Background: an optimization exercise with open tools, aiming at small area. Do not read the settings as production practice.
Function not checked in this run: the RTL went through the layout flow alone.
Power is estimated from default activity; no workload was simulated.

--- config.mk ---
export PLATFORM = sky130hd
export DESIGN_NAME = framer_rx
export DESIGN_NICKNAME = framer_rx
export VERILOG_FILES = /design/flow/design.v
export SDC_FILE = /design/flow/constraint.sdc
export NUM_CORES = 4
export LEC_CHECK = 0
export CAP_MARGIN = 20
export CORE_MARGIN = 2
export CORE_UTILIZATION = 40
export SLEW_MARGIN = 20
--- constraint.sdc ---
create_clock -name core_clock -period 5.0 [get_ports {clk}]
set_input_delay 1.0000 -clock core_clock [delete_from_list [all_inputs] [get_ports {clk}]]
set_output_delay 1.0000 -clock core_clock [all_outputs]
set_load 0.01 [all_outputs]
--- design.v ---
module framer_rx (
    input  wire        clk,
    input  wire        rst,
    input  wire        in_valid,
    input  wire [7:0]  in_byte,
    input  wire        in_exhaust,
    output reg         ev_valid,
    output reg  [2:0]  ev,
    output reg  [2:0]  st,
    output reg         frm_byte_valid,
    output reg  [7:0]  frm_byte,
    output reg  [16:0] frm_len,
    output reg  [31:0] frm_crc_rx,
    output reg  [31:0] frm_crc_calc,
    output wire [2:0]  hdr_version,
    output wire        hdr_packet_type,
    output wire        hdr_sec_hdr_flag,
    output wire [10:0] hdr_apid,
    output wire [1:0]  hdr_seq_flags,
    output wire [13:0] hdr_seq_count,
    output wire [15:0] hdr_data_length,
    output wire [47:0] hdr_timing_info,
    output wire [7:0]  hdr_segment_number,
    output wire [7:0]  hdr_function_code,
    output wire [15:0] hdr_address_code
);
    localparam [2:0] S_IDLE = 3'd0;
    localparam [2:0] S_SYNC = 3'd1;
    localparam [2:0] S_PHDR = 3'd2;
    localparam [2:0] S_SHDR = 3'd3;
    localparam [2:0] S_DATA = 3'd4;
    localparam [2:0] EV_NONE      = 3'd0;
    localparam [2:0] EV_MISMATCH  = 3'd1;
    localparam [2:0] EV_VALID     = 3'd2;
    localparam [2:0] EV_CRC_ERROR = 3'd3;
    localparam [2:0] EV_BAD_LEN   = 3'd4;
    localparam [7:0]  SYNC0    = 8'h55;
    localparam [7:0]  SYNC1    = 8'hAA;
    localparam [15:0] MIN_DLEN = 16'd13;
    localparam [16:0] LEN_ADD  = 17'd7;    
    reg [7:0]  win;           
    reg [16:0] fcount;        
    reg [15:0] dlen;          
    reg [31:0] crc;           
    reg [31:0] last4;         
    reg [7:0]  hdr [0:15];    
    reg [31:0] crc_next;
    integer i;
    always @* begin
        crc_next = crc ^ {24'd0, in_byte};
        for (i = 0; i < 8; i = i + 1) begin
            if (crc_next[0])
                crc_next = (crc_next >> 1) ^ 32'hEDB88320;
            else
                crc_next = crc_next >> 1;
        end
    end
    wire [16:0] frame_len  = {1'b0, dlen} + LEN_ADD;
    wire [16:0] fcount_inc = fcount + 17'd1;
    wire        frame_done = (fcount_inc == frame_len);
    wire        crc_cover  = (fcount + 17'd4 < frame_len);
    wire [15:0] d_in       = {hdr[4], in_byte};
    wire [31:0] crc_rx_in  = {last4[23:0], in_byte};
    wire [31:0] crc_calc_in = ~crc;
    always @(posedge clk) begin
        if (rst) begin
            st             <= S_IDLE;
            win            <= 8'd0;
            fcount         <= 17'd0;
            dlen           <= 16'd0;
            crc            <= 32'hFFFFFFFF;
            last4          <= 32'd0;
            ev_valid       <= 1'b0;
            ev             <= EV_NONE;
            frm_byte_valid <= 1'b0;
            frm_byte       <= 8'd0;
        end else begin
            ev_valid       <= 1'b0;
            ev             <= EV_NONE;
            frm_byte_valid <= 1'b0;
            if (in_valid) begin
                ev_valid <= 1'b1;
                case (st)
                    S_IDLE: begin
                        fcount <= 17'd0;
                        dlen   <= 16'd0;
                        win    <= in_byte;
                        st     <= S_SYNC;
                    end
                    S_SYNC: begin
                        if (win == SYNC0 && in_byte == SYNC1) begin
                            fcount <= 17'd0;
                            crc    <= 32'hFFFFFFFF;
                            st     <= S_PHDR;
                        end else begin
                            win <= in_byte;
                            ev  <= EV_MISMATCH;
                        end
                    end
                    S_PHDR: begin
                        frm_byte_valid <= 1'b1;
                        frm_byte       <= in_byte;
                        hdr[fcount[3:0]] <= in_byte;
                        crc    <= crc_next;
                        last4  <= crc_rx_in;
                        fcount <= fcount_inc;
                        if (fcount == 17'd5) begin
                            if (d_in < MIN_DLEN) begin
                                fcount <= 17'd0;
                                dlen   <= 16'd0;
                                ev     <= EV_BAD_LEN;
                                st     <= S_IDLE;
                            end else begin
                                dlen <= d_in;
                                st   <= S_SHDR;
                            end
                        end
                    end
                    S_SHDR: begin
                        frm_byte_valid <= 1'b1;
                        frm_byte       <= in_byte;
                        hdr[fcount[3:0]] <= in_byte;
                        crc    <= crc_next;
                        last4  <= crc_rx_in;
                        fcount <= fcount_inc;
                        if (fcount == 17'd15)
                            st <= S_DATA;
                    end
                    S_DATA: begin
                        frm_byte_valid <= 1'b1;
                        frm_byte       <= in_byte;
                        if (crc_cover)
                            crc <= crc_next;
                        last4  <= crc_rx_in;
                        fcount <= fcount_inc;
                        if (frame_done) begin
                            frm_len      <= frame_len;
                            frm_crc_rx   <= crc_rx_in;
                            frm_crc_calc <= crc_calc_in;
                            ev     <= (crc_rx_in == crc_calc_in) ? EV_VALID : EV_CRC_ERROR;
                            fcount <= 17'd0;
                            dlen   <= 16'd0;
                            st     <= S_IDLE;
                        end
                    end
                    default: begin
                        st <= S_IDLE;
                    end
                endcase
            end else if (in_exhaust) begin
                ev_valid <= 1'b1;
                fcount   <= 17'd0;
                dlen     <= 16'd0;
                st       <= S_IDLE;
            end
        end
    end
    assign hdr_version        = hdr[0][7:5];
    assign hdr_packet_type    = hdr[0][4];
    assign hdr_sec_hdr_flag   = hdr[0][3];
    assign hdr_apid           = {hdr[0][2:0], hdr[1]};
    assign hdr_seq_flags      = hdr[2][7:6];
    assign hdr_seq_count      = {hdr[2][5:0], hdr[3]};
    assign hdr_data_length    = {hdr[4], hdr[5]};
    assign hdr_timing_info    = {hdr[6], hdr[7], hdr[8], hdr[9], hdr[10], hdr[11]};
    assign hdr_segment_number = hdr[12];
    assign hdr_function_code  = hdr[13];
    assign hdr_address_code   = {hdr[14], hdr[15]};
endmodule
--- run.sh ---
#!/bin/bash
# synth_recipe.tcl (not shown) runs the flow's synth.tcl, then flattens the netlist and writes it again
# the make line also repeats each setting of config.mk as NAME=value (left out here)
make -C /OpenROAD-flow-scripts/flow DESIGN_CONFIG=/design/flow/config.mk WORK_HOME=/design/flow/orfs CLKGATE_MAP_FILE= SYNTH_SCRIPT=/design/flow/synth_recipe.tcl finish
==> results.json <==
{
  "outcome": "finished clean",
  "grt_max_degree": 80,
  "core-area_um2": 33450,
  "drc": 0,
  "r2r_end": "frm_len[7]",
  "area_delta_synth_final_pct": 29.15,
  "fin_skew_ns": 0.02307,
  "synthFlopType": "edfxtp_1",
  "antenna_found_initial": 0,
  "tns_ns": 0,
  "finalNetCount": 1376,
  "setup_viol": 0,
  "maxSlewViolCount": 0,
  "max_cap_violations": 0,
  "syn_area_per_cell_um2": 12.22,
  "drive_gt1_share_pct": 6.897,
  "power.total_mw": 5.470,
  "num_rows": 67,
  "dp_hpwl_um": 26360,
  "syn_area_um2": 13530,
  "postCtsSetupBuffers": 0,
  "final_antenna_net_count": 0,
  "via_per_inst": 5.099,
  "syn_nets": 1146,
  "cts_tree": "yes",
  "cts-buffers-inserted": 35,
  "drtIter0Drc": 715,
  "grt_overflow": 0,
  "critPathKind": "register to register",
  "min-delay-start": "crc[4]",
  "wl_per_cell_um": 20.43,
  "end_kind": "register",
  "rr_worst_depth": 9,
  "gp_congestion": 0.8849,
  "path_clk_slew_ns": 0.06,
  "min_period_ns": 4.183,
  "whs_endpoint": "frm_crc_calc[4]",
  "synth_warnings": 1,
  "fin_crit_sh_pct": 83.67,
  "synth-edff-count": 209,
  "firstDrtPassIters": 8,
  "die_w_um": 187.9,
  "start_util_pct": 40.46,
  "ir_worst_vdd_uv": 198.7,
  "clk_latency_ns": 0.52,
  "tightest_slew_ns": 1.015,
  "hold_viol_final": 0,
  "h-tree-depth": 2,
  "final_common_cell": "clkdlybuf4s50_1",
  "power.density_nw_per_um2": 313.0,
  "via_count": 9235,
  "dieArea_um2": 35320,
  "leakagePower_nw": 6.294,
  "rsz0062_at_grt": "no",
  "relSlewSlack_pct": 31.33,
  "port_buffers": 236,
  "synthArstFlopShare_pct": 0,
  "grt_pass1_vias": 8816,
  "max_freq_ghz": 0.2390,
  "final_cell_mix": "clkdlybuf4s50_1 (235), edfxtp_1 (209), xnor2_1 (117)",
  "ctsHoldBuffers": 0,
  "ctsRootBufferMaster": "clkbuf_16",
  "grtUsageTotal_pct": 20.65,
  "seq_area_frac_synth_pct": 61.91,
  "syn_inst": 1107,
  "n_fill_cell": 2854,
  "ctsResizeCount": 0,
  "ys_types": 63,
  "diodes": 0,
  "critPathArrivalTime_ns": 4.35,
  "die_h_um": 187.9,
  "path_max_fanout": 62,
  "ys_ff_latch": 314,
  "wirelength_um": 36990,
  "timing.rr.start": "fcount[1]",
  "start_kind": "register",
  "grt_first_pass_wirelength_um": 55750,
  "rrSetupSlack_ns": 0.82,
  "clock_sinks": 314,
  "whs_path_depth": 1,
  "ios": 237,
  "cts_max_path_buffers": 3,
  "cp.required_ns": 5.17,
  "hold_class": "register to register"
}
cell families (layout without fill, tap and decap cells):
family | Yosys count | after routing | synth area share (%)
adder cells (fa/ha/maj) | 27 | 27 | 2.496
XOR/XNOR | 148 | 148 | 10.19
buffers and inverters | 132 | 388 | 4.087
AO/OA/AOI/OAI | 137 | 137 | 6.870
multiplexers | 42 | 42 | 3.106
AND/OR/NAND/NOR | 307 | 307 | 11.34
flip-flops | 314 | 314 | 61.91
per-layer routing:
layer	track usage, %	vias up	wire length, um	share of wire, %
met5	0	-	0	0
met4	4.482	0	619	1.7
met3	3.968	39	2567	6.9
met2	32.19	380	16500	45
met1	29.94	4434	17310	47
li1	-	4382	-	-
state kept, by name, indices dropped and copies added, names as in the netlist:
register and count:
crc 32, dlen 16, ev 3, ev_valid 1, fcount 17, frm_byte 7
frm_byte_valid 1, frm_crc_calc 32, frm_crc_rx 32, frm_len 17, hdr 128, last4 17
st 3, win 8
critical path: stages, from the launching register on:
cell and delay (ns):
dfxtp_1 0.52, ha_1 0.48, nand4_2 0.32, nor4_1 0.51, xnor2_1 0.20, xnor2_1 0.24
nand4_1 0.21, or4_1 0.68, nor3_4 0.28, buf_12 0.33
worst max path at each step:
stage / to / cells past startpoint / slack, ns / startpoint
final: frm_len[7] / 9 / 0.82 / fcount[1]
after detailed placement: frm_crc_rx[3] / 9 / 0.92 / fcount[1]
after global placement: frm_len[8] / 9 / 0.91 / fcount[1]
after CTS: frm_len[1] / 9 / 0.90 / fcount[1]
after floorplan: frm_crc_calc[0] / 9 / 0.18 / fcount[3]
after global routing: frm_len[8] / 9 / 0.68 / fcount[1]
report_power, final:
part | internal (mW) | leakage (nW) | switching (mW)
Combinational | 0.0838 | 2.99 | 0.134
Clock | 1.45 | 0.534 | 1.04
Sequential | 2.76 | 2.77 | 0.00435
cell type report:
| class | count | area (um^2) | area share, % |
|---|---|---|---|
| tap | 448 | 560.5 | 3.207 |
| sequential | 314 | 8378 | 47.93 |
| multi-input combinational | 661 | 4643 | 26.57 |
| clock buffer | 48 | 954.7 | 5.462 |
| timing repair buffer | 260 | 2550 | 14.59 |
| clock inverter | 15 | 147.6 | 0.8447 |
| inverter | 65 | 244.0 | 1.396 |
per-stage QoR:
stage	hold WS (ns)	instances	utilization (%)	worst slack (ns)	instance area (um^2)
finish	0.4870	1811	52.25	0.8166	17480
global route	0.5053	1811	52.25	0.6839	17480
CTS	0.4931	1811	52.23	0.9014	17470
detailed placement	0.4733	1748	48.94	0.9173	16370
global placement	0.4650	1748	48.94	0.9060	16370
floorplan	0.4497	1107	-	0.1764	13540
synth_stat cells, types with 3 or more instances:
master,number,share of area (%)
nor3_1,11,0.41
a21oi_1,44,1.6
o22ai_1,3,0.14
o21ai_0,21,0.78
nor2_1,98,2.7
nor4bb_1,3,0.22
a211oi_1,5,0.28
buf_2,16,0.59
o31ai_1,5,0.28
or4_1,4,0.22
nand3_1,12,0.44
buf_4,10,0.55
a31oi_1,10,0.46
nand2_1,86,2.4
a21o_1,3,0.17
nor4_1,19,0.88
nor2b_1,5,0.23
clkbuf_1,39,1.1
and4_1,3,0.19
inv_1,65,1.8
and2_1,3,0.14
xnor3_1,6,1.0
or3_1,3,0.14
xnor2_1,117,7.6
a32oi_1,16,1.0
mux2i_1,42,3.1
dfxtp_1,105,16
o21ai_1,3,0.11
xor2_1,25,1.6
o21a_1,4,0.22
ha_1,27,2.5
edfxtp_1,209,46
nand4_1,18,0.83
and3_1,22,1.0
nand2b_1,6,0.28

static timing again, ports no longer ideal:
How much do the figures lean on ideal ports? The routed layout below was timed once more, with nothing changed but the port constraints.
Step 1, drivers: a clkbuf_16 drives clk and a buf_2 each remaining input, both assumed.
Step 2, shift: input delay + t, output delay - t, t = (earliest + latest rising clock arrival at the registers) / 2. This alone moves slack from input paths to output paths.
Slacks: ideal / step 1 / step 2; pairs: ideal / step 1.
t, ns: 0.558
setup slack, ns: 0.817 / 0.817 / 0.817
worst hold slack (ns): 0.487 / 0.487 / 0.487
worst register clock-pin slew, ns: 0.06 / 0.06
worst slew at a driven data input, ns: 0.06
After both steps this run still meets setup and hold. The setup slack of this run moves by 0.000 ns with the drivers and by 0.000 ns with both steps.
